This design comes from an exercise in tuning for small area, a short achievable clock period and few clock cycles on the open sky130 flow, not from production work. RTL that was checked went through simulation tests only; none was proved equivalent to the original. Power and IR drop assume default switching activity.

Q:
// epb
module epb (
    input  wire        clk,
    input  wire        rst,           
    input  wire        host_we,
    input  wire [4:0]  host_waddr,
    input  wire [31:0] host_wdata,
    input  wire [4:0]  host_raddr,
    output reg  [31:0] host_rdata,
    output wire        host_ready,    
    output wire        host_halted,   
    output wire        dev_req,
    output reg         dev_we,
    output wire [11:0] dev_addr,
    output reg  [15:0] dev_wdata,
    input  wire        dev_ack,
    input  wire [15:0] dev_rdata
);
For scale: about 130 I/O pins.
==> flow/config.mk <==
export PLATFORM = sky130hd
export DESIGN_NAME = epb
export DESIGN_NICKNAME = epb
export VERILOG_FILES = /design/flow/design.v
export SDC_FILE = /design/flow/constraint.sdc
export NUM_CORES = 4
export LEC_CHECK = 0
export CAP_MARGIN = 20
export CORE_MARGIN = 2
export CORE_UTILIZATION = 60
export SETUP_SLACK_MARGIN = 3
export SLEW_MARGIN = 20
==> flow/constraint.sdc <==
create_clock -name core_clock -period 8.0 [get_ports {clk}]
set_input_delay 1.6000 -clock core_clock [delete_from_list [all_inputs] [get_ports {clk}]]
set_output_delay 1.6000 -clock core_clock [all_outputs]
set_load 0.01 [all_outputs]
run.sh (not shown) runs the stock make flow with config.mk's settings and CLKGATE_MAP_FILE= SYNTH_SCRIPT=/design/flow/synth_recipe.tcl, a recipe that flattens the netlist after the stock synthesis.
Testbench counts of Q, summed over its fixed seeds: cycles 21,343.
Input-level comparison between T and Q:
--- a/flow/design.v
+++ b/flow/design.v
@@ -68,50 +68,50 @@
     reg [4:0]   cell_r;
     wire ready = !run && !halted;
     assign host_ready  = ready;
     assign host_halted = halted;
     assign dev_req     = run;
     wire [3:0] op = req_r[31:28];
     wire       ok = (outcome == OUT_OK) && !halted;
     wire [31:0] status = {5'd0, halted, 1'b0, 5'd0,
                           halted, ok, ok, ok, 1'b0,
                           halted, halted, halted, 4'd0,
                           3'd0, outcome, halted, ready};
+    wire [4:0] ra = host_raddr;
+    wire [7:0] lo_sel;
+    genvar gi;
+    generate
+        for (gi = 0; gi < 8; gi = gi + 1) begin : g_lo
+            assign lo_sel[gi] = (ra[2:0] == gi);
+        end
+    endgenerate
+    wire grp_reg  = (ra[4:3] == 2'd0);
+    wire grp_pre  = (ra[4:3] == 2'd1) && pre_v;
+    wire grp_post = (ra[4:3] == 2'd2) && post_v;
+    reg [31:0] rd_reg, rd_pre, rd_post;
+    integer w;
     always @(*) begin
-        host_rdata = 32'd0;
-        case (host_raddr)
-            5'd0:  host_rdata = req_r;
-            5'd1:  host_rdata = arg_val;
-            5'd2:  host_rdata = arg_mac[31:0];
-            5'd3:  host_rdata = {16'd0, arg_mac[47:32]};
-            5'd4:  host_rdata = status;
-            5'd5:  host_rdata = res_r;
-            5'd6:  host_rdata = last_cmd;
-            5'd8:  host_rdata = pre_v  ? pre_img[ 31:  0] : 32'd0;
-            5'd9:  host_rdata = pre_v  ? pre_img[ 63: 32] : 32'd0;
-            5'd10: host_rdata = pre_v  ? pre_img[ 95: 64] : 32'd0;
-            5'd11: host_rdata = pre_v  ? pre_img[127: 96] : 32'd0;
-            5'd12: host_rdata = pre_v  ? pre_img[159:128] : 32'd0;
-            5'd13: host_rdata = pre_v  ? pre_img[191:160] : 32'd0;
-            5'd14: host_rdata = pre_v  ? pre_img[223:192] : 32'd0;
-            5'd15: host_rdata = pre_v  ? pre_img[255:224] : 32'd0;
-            5'd16: host_rdata = post_v ? post_img[ 31:  0] : 32'd0;
-            5'd17: host_rdata = post_v ? post_img[ 63: 32] : 32'd0;
-            5'd18: host_rdata = post_v ? post_img[ 95: 64] : 32'd0;
-            5'd19: host_rdata = post_v ? post_img[127: 96] : 32'd0;
-            5'd20: host_rdata = post_v ? post_img[159:128] : 32'd0;
-            5'd21: host_rdata = post_v ? post_img[191:160] : 32'd0;
-            5'd22: host_rdata = post_v ? post_img[223:192] : 32'd0;
-            5'd23: host_rdata = post_v ? post_img[255:224] : 32'd0;
-            default: host_rdata = 32'd0;
-        endcase
+        rd_reg = ({32{lo_sel[0]}} & req_r)
+               | ({32{lo_sel[1]}} & arg_val)
+               | ({32{lo_sel[2]}} & arg_mac[31:0])
+               | ({32{lo_sel[3]}} & {16'd0, arg_mac[47:32]})
+               | ({32{lo_sel[4]}} & status)
+               | ({32{lo_sel[5]}} & res_r)
+               | ({32{lo_sel[6]}} & last_cmd);
+        rd_pre  = 32'd0;
+        rd_post = 32'd0;
+        for (w = 0; w < 8; w = w + 1) begin
+            rd_pre  = rd_pre  | ({32{lo_sel[w]}} & pre_img[w*32 +: 32]);
+            rd_post = rd_post | ({32{lo_sel[w]}} & post_img[w*32 +: 32]);
+        end
+        host_rdata = ({32{grp_reg}} & rd_reg) | ({32{grp_pre}} & rd_pre) | ({32{grp_post}} & rd_post);
     end
     wire        req_wr = host_we && (host_waddr == 5'd0);
     wire [31:0] q      = host_wdata;
     wire [3:0]  q_op   = q[31:28];
     reg [31:0] q_mask;
     always @(*) begin
         case (q_op)
             OP_WRITE_REG, OP_READ_REG: q_mask = 32'hF000FFFF;
             OP_READ_MAC:               q_mask = 32'hFFFEFFFF;
             OP_SUBMIT:                 q_mask = 32'hFFF800FF;
             OP_READ_CELL:              q_mask = 32'hFFFF00FF;
Findings:
- T: no failed stages, no open violations at the end
- Comparing Q and T, the lower final critical path time including I/O delays and setup is on T.
- In T, sequential share of layout area is lower than in Q.
- Compared with Q, T shows first-pass iteration count of the detailed router lower by 1.
- Taking Q as the reference, in T worst-skew pair later-pin latency higher, area taken by flip-flops and latches roughly the same.
- Fraction of power consumed by combinational cells, Q and T, lower one = Q.
- Of Q and T, Q shows the lower synthesized cell count, with T above it.
- Of Q and T, the lower sum of internal, switching and leakage power belongs to Q.
- Compared with Q, wire length in T decreased by a few percent.
- Diff Q -> T | fmax | up by a few percent
- Comparing T against Q, there is no change at all in sink count of the clock tree.
- T has total of cells resized after clock tree synthesis below what Q had.
Testbench counts of T, summed over its fixed seeds: cycles 21,343.

---

Setup of trial 48:
epb, a different RTL version from the one above (not shown whole).
Size: ~2400 cells after synthesis, ~130 I/O pins, ~0.030 mm² of cells after synthesis.
==> flow/config.mk <==
export PLATFORM = sky130hd
export DESIGN_NAME = epb
export DESIGN_NICKNAME = epb
export VERILOG_FILES = /design/flow/design.v
export SDC_FILE = /design/flow/constraint.sdc
export NUM_CORES = 4
export LEC_CHECK = 0
export CAP_MARGIN = 20
export CORE_MARGIN = 2
export CORE_UTILIZATION = 60
export CTS_CLUSTER_DIAMETER = 100
export CTS_CLUSTER_SIZE = 24
export SETUP_SLACK_MARGIN = 3
export SLEW_MARGIN = 20
export SYNTH_HIERARCHICAL = 1
==> flow/constraint.sdc <==
create_clock -name core_clock -period 8.0 [get_ports {clk}]
set_input_delay 1.6000 -clock core_clock [delete_from_list [all_inputs] [get_ports {clk}]]
set_output_delay 1.6000 -clock core_clock [all_outputs]
set_load 0.01 [all_outputs]
standard.sh (not shown) runs the stock make flow with config.mk's settings and CLKGATE_MAP_FILE= SYNTH_SCRIPT=/design/flow/synth_recipe.tcl, a recipe that flattens the netlist after the stock synthesis.
==> flow/flow/run.sh <==
#!/bin/bash
# Standard layout, with the ports buffered by buf_2 cells instead of the
# smallest-footprint buffer that buffer_ports picks by default.
set -euo pipefail
export BUFFER_PORTS_ARGS="-buffer_cell sky130_fd_sc_hd__buf_2"
bash standard.sh > standard_flow.log 2>&1
Relative to trial 48, the following input files were edited for build 66:
--- a/flow/design.v
+++ b/flow/design.v
@@ -74,19 +74,18 @@
     wire       ok = (outcome == OUT_OK) && !halted;
     wire [31:0] status = {5'd0, halted, 1'b0, 5'd0,
                           halted, ok, ok, ok, 1'b0,
                           halted, halted, halted, 4'd0,
                           3'd0, outcome, halted, ready};
     wire [22:0] rd_sel;
     epb_rdec u_rdec (.ra(host_raddr), .pre_v(pre_v), .post_v(post_v), .sel(rd_sel));
-    wire [31:0] rd_extra = ({32{rd_sel[3]}} & {16'd0, arg_mac[47:32]}) | ({32{rd_sel[4]}} & status);
     wire [31:0] rd_y;
-    epb_rmux u_rmux (.sel({rd_sel[22:5], rd_sel[2:0]}),
-                     .words({post_img, pre_img, last_cmd, res_r, arg_mac[31:0], arg_val, req_r}),
-                     .extra(rd_extra), .y(rd_y));
+    epb_rmux u_rmux (.sel(rd_sel),
+                     .words({post_img, pre_img, last_cmd, res_r, status, {16'd0, arg_mac[47:32]}, arg_mac[31:0], arg_val, req_r}),
+                     .y(rd_y));
     always @(*) host_rdata = rd_y;
     wire        req_wr = host_we && (host_waddr == 5'd0);
     wire [31:0] q      = host_wdata;
     wire [3:0]  q_op   = q[31:28];
     reg [31:0] q_mask;
     always @(*) begin
         case (q_op)
@@ -317,23 +316,22 @@
         for (i = 0; i < 8; i = i + 1) begin : g_img
             assign sel[7 + i]  = (ra == 8 + i) && pre_v;
             assign sel[15 + i] = (ra == 16 + i) && post_v;
         end
     endgenerate
 endmodule
 module epb_rmux (
-    input  wire [20:0]  sel,
-    input  wire [671:0] words,
-    input  wire [31:0]  extra,
+    input  wire [22:0]  sel,
+    input  wire [735:0] words,
     output reg  [31:0]  y
 );
     integer w;
     always @(*) begin
-        y = extra;
-        for (w = 0; w < 21; w = w + 1)
+        y = 32'd0;
+        for (w = 0; w < 23; w = w + 1)
             y = y | ({32{sel[w]}} & words[w*32 +: 32]);
     end
 endmodule
 module epb_dport (
     input  wire [3:0]  ph,
     input  wire        half,
     input  wire [2:0]  seq,
Results
Diff build 66 and trial 48: global-route track usage on met3 lower in build 66
Taking trial 48 as the reference, in build 66 relative area of clock buffers and inverters in the final design saw little to no change; instance count of the mapped netlist now larger; y dimension of the die grew by 0.48%.
Total non-filler cell area in the finished layout essentially unchanged between trial 48 and build 66.
Switching power share of the total came out lower on build 66 than on trial 48.
In build 66 relative to trial 48, cell count had gone up by a few percent.
Synthesis-to-finish area growth: build 66 vs trial 48 down 1.3 points
On clock insertion delay at the later pin of the skew report, build 66 and trial 48 are neck and neck.
In the reports for build 66 and trial 48, the smaller number of optimization iterations in the first detailed-route pass belongs to build 66.
Relative contribution of the clock network to total power delta (build 66 -> trial 48): insignificant
Function was not checked in any run of this note: the RTL went through the layout flow alone.

-- separate check: timing with driven ports --
Ports are ideal in the flow. The routed layouts listed here were re-timed in OpenROAD. Step 1 (the two cells are an assumption about what drives the block):
set clk [get_ports {clk}]
set_driving_cell -lib_cell sky130_fd_sc_hd__clkbuf_16 $clk
set_driving_cell -lib_cell sky130_fd_sc_hd__buf_2 [delete_from_list [all_inputs] $clk]
Step 2 adds t to the input delays and takes it off the output delays; t is the mean of the earliest and latest rising clock arrival at the registers after step 1. Input paths then give back, and output paths get back, about the clock's delay inside the block. a / b / c = no drivers / after step 1 / after step 2; a / b = the first two.
| run | shift t [ns] | setup slack, ns | worst hold slack (ns) | cell pins on the clock port's net |
|---|---|---|---|---|
| Q | 0.686 | 2.571 / 2.496 / 2.407 | 0.444 / 0.444 / 0.444 | 1 |
| T | 0.695 | 2.696 / 2.650 / 2.267 | 0.437 / 0.437 / 0.437 | 1 |
| trial 48 | 0.655 | 2.763 / 2.695 / 2.695 | 0.442 / 0.442 / 0.442 | 1 |
| build 66 | 0.665 | 2.873 / 2.817 / 2.519 | 0.450 / 0.450 / 0.450 | 1 |
After both steps setup and hold are still met in every run listed. The setup slack of T, which loses most, moves by -0.046 ns with the drivers and by -0.429 ns with both steps.
